This is an optimization exercise on Yosys and OpenROAD, whose aim is small area, a short achievable clock period and few clock cycles per item, not a production implementation.
RTL that was checked went through simulation tests only; none was proved equivalent to the original.
Power and IR drop assume default switching activity.

## ax12_framer
module ax12_framer (
    input  wire        clk,
    input  wire        rst,
    input  wire        cmd_valid,
    output wire        cmd_ready,
    input  wire [7:0]  cmd_code,
    input  wire [7:0]  cmd_id,
    input  wire [7:0]  cmd_opc,
    input  wire [15:0] cmd_len,
    input  wire        in_valid,
    output wire        in_ready,
    input  wire [7:0]  in_data,
    output wire        out_valid,
    input  wire        out_ready,
    output wire [7:0]  out_data,
    output wire        res_valid,
    output reg  [7:0]  res_code,
    output reg  [7:0]  csum,
    output reg  [7:0]  rid,
    output reg  [7:0]  rerr,
    output reg  [7:0]  qn
);
    localparam [7:0] RC_OK = 8'h00,
                     RC_CS_SHORT = 8'h10, RC_CS_ID = 8'h11, RC_CS_LENGTH = 8'h12,
                     RC_BAD_OPCODE = 8'h30, RC_PARAM_COUNT = 8'h31,
                     RC_ID_RANGE = 8'h32, RC_PAYLOAD_LONG = 8'h33,
                     RC_FRAME_SHORT = 8'h40, RC_BAD_HEADER = 8'h41,
                     RC_BAD_LENGTH = 8'h42, RC_BAD_CHECKSUM = 8'h43,
                     RC_BAD_ID = 8'h44, RC_BAD_REPLY_ID = 8'h45,
                     RC_BAD_COMMAND = 8'h50;
    function [7:0] add8(input [7:0] a, input [7:0] b);
        reg [7:0] g, p, g1, p1, g2, p2, g3;
        integer i;
        begin
            g = a & b;
            p = a ^ b;
            for (i = 0; i < 8; i = i + 1) begin
                g1[i] = (i >= 1) ? (g[i] | (p[i] & g[i-1])) : g[i];
                p1[i] = (i >= 1) ? (p[i] & p[i-1]) : p[i];
            end
            for (i = 0; i < 8; i = i + 1) begin
                g2[i] = (i >= 2) ? (g1[i] | (p1[i] & g1[i-2])) : g1[i];
                p2[i] = (i >= 2) ? (p1[i] & p1[i-2]) : p1[i];
            end
            for (i = 0; i < 8; i = i + 1)
                g3[i] = (i >= 4) ? (g2[i] | (p2[i] & g2[i-4])) : g2[i];
            add8 = p ^ {g3[6:0], 1'b0};
        end
  ...
Settings: LEC_CHECK=0, ABC_AREA=1, CAP_MARGIN=20, CORE_MARGIN=2, CORE_UTILIZATION=40, SLEW_MARGIN=20; clock period 8.0 ns.
standard.sh (not shown) runs the stock make flow with config.mk's settings and CLKGATE_MAP_FILE= SYNTH_SCRIPT=/design/flow/synth_recipe.tcl, a recipe that flattens the netlist after the stock synthesis.
==> flow/flow/run.sh <==
#!/bin/bash
# Standard layout, with plain buffers (rather than delay buffers) on the ports and a
# setup repair margin of 5.5 ns against the 8 ns clock (the repair aims at a 2.5 ns period).
set -euo pipefail
export BUFFER_PORTS_ARGS="-buffer_cell sky130_fd_sc_hd__buf_2"
bash standard.sh SETUP_SLACK_MARGIN=5.5 finish > standard.log 2>&1
The first run completed without violations.
Testbench counts at the start, summed over its fixed seeds: cycles 25,748, commands 2,400.
Next try:
==> flow/flow/run.sh (replaced) <==
#!/bin/bash
# Standard layout, with plain buffers (rather than delay buffers) on the ports.
set -euo pipefail
export BUFFER_PORTS_ARGS="-buffer_cell sky130_fd_sc_hd__buf_1"
bash standard.sh > standard.log 2>&1
Settings changed: ABC_AREA 1 to not set, CORE_UTILIZATION 40 to 60, SETUP_SLACK_MARGIN set to 5.0.
Outcome: Die area drops by well over a third; combinational power drops by about a fifth; via count drops by about a fifth.

---

Another version of the RTL of ax12_framer (not shown whole).
Size in the first run: ~800 cells after synthesis, about 120 flip-flops, roughly 7300 um2 of cells after synthesis.
clock: 8.0 ns
lec_check: 0
cap_margin: 20
core_margin: 2
core_utilization: 40
setup_slack_margin: 5.0
slew_margin: 20
run.sh (not shown) runs the stock make flow with config.mk's settings and CLKGATE_MAP_FILE= SYNTH_SCRIPT=/design/flow/synth_recipe.tcl, a recipe that flattens the netlist after the stock synthesis.
Stock flow here: none of the scripts above is used.
==> next run, changes <==
Settings changed: SETUP_SLACK_MARGIN 5.0 to 4.0.
Outcome:
- die area stays the same
- total power increases by 1.8%
- cell count fell by 5.0%
- wire length went down by 16%
Function was not checked in any run of this note: the RTL went through the layout flow alone.

---

Setup of build 37:
ax12_framer, a different RTL version from the one above (not shown whole).
Size in the first run: ~830 cells after synthesis, ~120 flip-flops, about 110 I/O pins, ~0.0074 mm2 of cells after synthesis.
Settings: LEC_CHECK=0, CAP_MARGIN=20, CORE_MARGIN=2, CORE_UTILIZATION=40, SETUP_SLACK_MARGIN=4.0, SLEW_MARGIN=20; clock period 8.0 ns.
Looking at the reports, build 37 completed the entire flow and the layout it produced met the timing, design-rule and antenna checks.
Testbench counts of build 37, summed over its fixed seeds: cycles 25,748, commands 2,400.
Inputs modified between build 37 and build 36:
- SETUP_SLACK_MARGIN changed from 4.0 to 5.0
==> flow/flow/run.sh (new file) <==
#!/bin/bash
# Standard layout, with plain buffers (rather than delay buffers) on the ports.
set -euo pipefail
export BUFFER_PORTS_ARGS="-buffer_cell sky130_fd_sc_hd__buf_2"
bash standard.sh > standard.log 2>&1
==> flow/standard.sh (new file) <==
#!/bin/bash
# synth_recipe.tcl (not shown) runs the flow's synth.tcl, then flattens the netlist and writes it again
# the make line also repeats each setting of config.mk as NAME=value (left out here)
make -C /OpenROAD-flow-scripts/flow DESIGN_CONFIG=/design/flow/config.mk WORK_HOME=/design/flow/orfs CLKGATE_MAP_FILE= SYNTH_SCRIPT=/design/flow/synth_recipe.tcl "${@:-finish}"
removed: flow/run.sh
## What came out
Compared with build 37, build 36 shows largest driver fanout on the critical path lower by 2. Relative to build 37, routed metal-1 wirelength increased by 0.68% in build 36. Sort build 37 and build 36 by weighted congestion at the end of routability-driven global placement desc -> top: build 37. Between build 37 and build 36, combinational power share decreased.
#### Input delta (build 84 over build 36)
==> flow/run.sh (new file) <==
#!/bin/bash
# synth_recipe.tcl (not shown) runs the flow's synth.tcl, then flattens the netlist and writes it again
# the make line also repeats each setting of config.mk as NAME=value (left out here)
make -C /OpenROAD-flow-scripts/flow DESIGN_CONFIG=/design/flow/config.mk WORK_HOME=/design/flow/orfs CLKGATE_MAP_FILE= SYNTH_SCRIPT=/design/flow/synth_recipe.tcl finish
removed: flow/flow/run.sh
removed: flow/standard.sh
--- outcome ---
Build 84 went all the way through synthesis, placement and routing and the layout is clean on timing, DRC and antenna. Build 84 against build 36: sequential cell area in the final layout saw little to no change, clock power decreased 6.9%, clock skew rose 0.0046 ns, least setup slack across all paths after layout picked up an extra 0.033 ns, final critical path time including I/O delays and setup went down 0.033 ns.

## port drivers added, routing unchanged
The results above use ideal ports. As a check the final layouts listed here were re-extracted and re-timed, cells and wires unchanged. Step 1 assumes that a clkbuf_16 drives the clock port and a buf_2 every other input. Step 2, shift: input delay + t, output delay - t, t = (earliest + latest rising clock arrival at the registers) / 2. This alone moves slack from input paths to output paths. a / b / c = no drivers / after step 1 / after step 2; a / b = the first two.
| run | t (ns) | setup slack, ns | slew at the worst register clock pin (ns) | worst data-port slew with drivers (ns) | cell pins on the clock port's net |
|---|---|---|---|---|---|
| the first run of note 1 | 0.470 | 5.232 / 5.186 / 4.787 | 0.06 / 0.06 | 0.07 | 1 |
| the second run of note 1 | 0.470 | 4.846 / 4.846 / 4.461 | 0.06 / 0.06 | 0.06 | 1 |
| the first run of note 2 | 0.459 | 4.366 / 4.378 / 3.919 | 0.06 / 0.06 | 0.06 | 1 |
| the second run of note 2 | 0.465 | 4.102 / 4.122 / 3.657 | 0.06 / 0.06 | 0.04 | 1 |
| build 37 | 0.466 | 4.157 / 4.183 / 3.717 | 0.06 / 0.06 | 0.05 | 1 |
| build 36 | 0.470 | 4.841 / 4.841 / 4.434 | 0.06 / 0.06 | 0.05 | 1 |
| build 84 | 0.471 | 4.874 / 4.874 / 4.522 | 0.06 / 0.06 | 0.05 | 1 |
After both steps setup and hold are still met in every run listed. The setup slack of the first run of note 2, which loses most, moves by +0.012 ns with the drivers and by -0.447 ns with both steps.
